Context: an optimization exercise on an open-source flow, tuned for small area. The choices shown serve that exercise and are no tape-out recipe.
Function was checked by simulation only, so behaviour that the tests miss may differ from the original.
The flow treats the clock pin as an ideal source, which a real chip does not have.

==> flow/design.v (excerpt) <==
module pwm16 (
    input  wire        clk,
    input  wire        rst,
    input  wire        bus_we,
    input  wire        bus_re,
    input  wire [7:0]  bus_addr,
    input  wire [31:0] bus_wdata,
    output wire [31:0] bus_rdata,
    output wire [5:0]  pin_out,
    output wire [5:0]  pin_oe
);
    reg [15:0] ncnt;          
    reg [1:0]  mode;
    reg        init_done;
    reg [3:0]  st;            
    reg        kw, kx, ks;    
    reg [15:0] code;
    reg [15:0] enc_c;         
    reg        enc_v;         
    reg        qres;
    reg [15:0] ocrp0, ocrp1;  
    reg [7:0]  ocrh0, ocrh1;  
    reg [7:0]  ocrl0, ocrl1;  
    reg [5:0]  dir, lvl, com;
    reg [17:0] rdata;
    assign bus_rdata = {14'd0, rdata};
    function lemaj16(input [15:0] nx, input [15:0] y);
        integer i;
        reg r;
        begin
            r = nx[0] | y[0];
            for (i = 1; i < 16; i = i + 1)
                r = (nx[i] & y[i]) | (nx[i] & r) | (y[i] & r);
            lemaj16 = r;
        end
    endfunction
    function lemaj8(input [7:0] nx, input [7:0] y);
        integer i;
        reg r;
        begin
            r = nx[0] | y[0];
            for (i = 1; i < 8; i = i + 1)
                r = (nx[i] & y[i]) | (nx[i] & r) | (y[i] & r);
            lemaj8 = r;
        end
    endfunction
    function [16:0] inc16(input [15:0] x, input ci);
        integer i;
        reg c;
        begin
            c = ci;
            for (i = 0; i < 16; i = i + 1) begin
                inc16[i] = x[i] ^ c;
                c = c & x[i];
            end
            inc16[16] = c;
        end
    endfunction
    function [15:0] dec16(input [15:0] x, input bi);
        integer i;
        reg b;
        begin
            b = bi;
            for (i = 0; i < 16; i = i + 1) begin
                dec16[i] = x[i] ^ b;
                b = b & ~x[i];
            end
        end
    endfunction
    function [7:0] dec8(input [7:0] x, input bi);
        integer i;
        reg b;
        begin
            b = bi;
            for (i = 0; i < 8; i = i + 1) begin
                dec8[i] = x[i] ^ b;
                b = b & ~x[i];
            end
        end
    endfunction
    wire busy    = |st;
    wire rev     = mode[0];               
    wire in_init = |mode & ~init_done;    
  ...
==> flow/config.mk <==
export PLATFORM = sky130hd
export DESIGN_NAME = pwm16
export DESIGN_NICKNAME = pwm16
export VERILOG_FILES = /design/flow/design.v
export SDC_FILE = /design/flow/constraint.sdc
export NUM_CORES = 4
export LEC_CHECK = 0
export CAP_MARGIN = 20
export CORE_MARGIN = 2
export CORE_UTILIZATION = 40
export PLACE_DENSITY = 0.6
export SLEW_MARGIN = 20
==> flow/constraint.sdc <==
create_clock -name core_clock -period 12.0 [get_ports {clk}]
set_input_delay 2.4000 -clock core_clock [delete_from_list [all_inputs] [get_ports {clk}]]
set_output_delay 2.4000 -clock core_clock [all_outputs]
set_load 0.01 [all_outputs]
standard.sh (not shown) runs the stock make flow with config.mk's settings and CLKGATE_MAP_FILE= SYNTH_SCRIPT=/design/flow/synth_recipe.tcl, a recipe that flattens the netlist after the stock synthesis.
==> flow/flow/run.sh <==
#!/bin/bash
# Own layout flow: the standard ORFS flow (standard.sh) with these changes:
#  - synthesis is the standard flow's own script, except that ABC maps the logic with each
#    area-oriented script flow/abc_*.script and the smallest result is kept
#    (flow/multi_abc.tcl; registers are mapped before ABC and are the same as
#    in the standard synthesis);
#  - every input and output port is buffered with sky130_fd_sc_hd__buf_1;
#  - clock tree synthesis takes its arguments from flow/cts_args (no dummy loads);
#  - no buffers are inserted for outputs driven by a constant (SYNTH_INSBUF=0);
#  - adders are left to ABC (ADDER_MAP_FILE empty) instead of half-adder cells;
#  - after clock tree synthesis, flow/clk_downsize.tcl swaps clock buffers for
#    smaller ones while every flip-flop clock pin stays under 108 ps of slew (estimated);
#  - the constant-0 outputs share one tie cell (SKIP_REPAIR_TIE_FANOUT=1).
# Each tool's output stays in orfs/logs/...; make's own output is in flow_make.log.
set -euo pipefail
W=$(pwd)
# ORFS synth.tcl with ABC's mapping replaced by flow/multi_abc.tcl
awk -v dir="$W/flow" '
  /log_cmd abc \{\*\}\$abc_args/ {
    print "  source " dir "/multi_abc.tcl"
    print "  multi_abc [lsort [glob " dir "/abc_*.script]]"
    next
  }
  { print }' "$FLOW_HOME/scripts/synth.tcl" > "$W/own_synth_body.tcl"
grep -q "multi_abc \[" "$W/own_synth_body.tcl"
# The standard flow's synthesis script, sourcing the copy above
sed "s#\$::env(SCRIPTS_DIR)/synth.tcl#$W/own_synth_body.tcl#" synth_recipe.tcl > "$W/own_synth.tcl"
grep -q "own_synth_body.tcl" "$W/own_synth.tcl"
CTS_ARGS=$(tr '\n' ' ' < "$W/flow/cts_args")
bash standard.sh SYNTH_SCRIPT="$W/own_synth.tcl" \
  "BUFFER_PORTS_ARGS=-buffer_cell sky130_fd_sc_hd__buf_1" "CTS_ARGS=$CTS_ARGS" SYNTH_INSBUF=0 ADDER_MAP_FILE= \
  POST_CTS_TCL="$W/flow/clk_downsize.tcl" SKIP_REPAIR_TIE_FANOUT=1 finish > "$W/flow_make.log" 2>&1
test -s out/final.def
Other scripts of this flow, unchanged in this note and not shown: flow/flow/abc_1.script, flow/flow/abc_2.script, flow/flow/abc_3.script, flow/flow/abc_4.script, flow/flow/clk_downsize.tcl, flow/flow/cts_args, flow/flow/multi_abc.tcl
The first run completed without violations.
Next try:
==> flow/flow/abc_5.script (new file) <==
strash
&get -n
&st
&deepsyn -J 50
&st
&dch -f
&nf -a
&st
&dch -f
&nf -a
&put
topo
dnsize -c
==> flow/flow/abc_6.script (new file) <==
strash
&get -n
&st
&deepsyn -J 50 -S 5
&st
&dch -f
&nf -a -p
&st
&dch -f
&nf -a -p
&put
topo
dnsize -c
Settings changed: CORE_UTILIZATION 40 to 52, PLACE_DENSITY 0.6 to 0.7.
Effect: The new run ran to the end with no violations; routed wire length is lower by 2.1%; final area is lower by 1.3%; sequential share of layout area is higher by 0.53 points; setup slack is better by 0.25 ns; synthesized area hardly moves; die area is lower by 23%; global-route usage is higher by 7.4 points; first-iteration DRC count is higher by 14%.
Next try:
removed: flow/flow/abc_5.script
removed: flow/flow/abc_6.script
Effect: Register-to-register slack gains 0.02 ns; die area barely changes; worst setup slack loses 0.24 ns; via count came out lower by 0.62%; routed wire length shrinks by 3.9%; core utilization went up by 0.35 points; final area rose by 0.60%; clock-buffer cell count does not change; final cell count went up by 1.1%; worst hold slack gets worse by 0.028 ns.

-- separate check: timing with driven ports --
The results above use ideal ports. As a check the final layouts listed here were re-extracted and re-timed, cells and wires unchanged.
Step 1, drivers: a clkbuf_16 drives clk and a buf_2 each remaining input, both assumed.
Step 2, shift: input delay + t, output delay - t, t = (earliest + latest rising clock arrival at the registers) / 2. This alone moves slack from input paths to output paths.
Slacks: no drivers / after step 1 / after step 2; pairs: no drivers / after step 1.
run | t (ns) | setup WS [ns] | worst slew at a driven data input, ns | pins driven straight from the clock port
the first run | 0.491 | 6.056 / 6.016 / 6.507 | 0.05 | 1
the second run | 0.471 | 6.307 / 6.266 / 6.431 | 0.04 | 1
the third run | 0.485 | 6.066 / 6.028 / 6.512 | 0.04 | 1
After both steps every run listed still meets setup and hold.
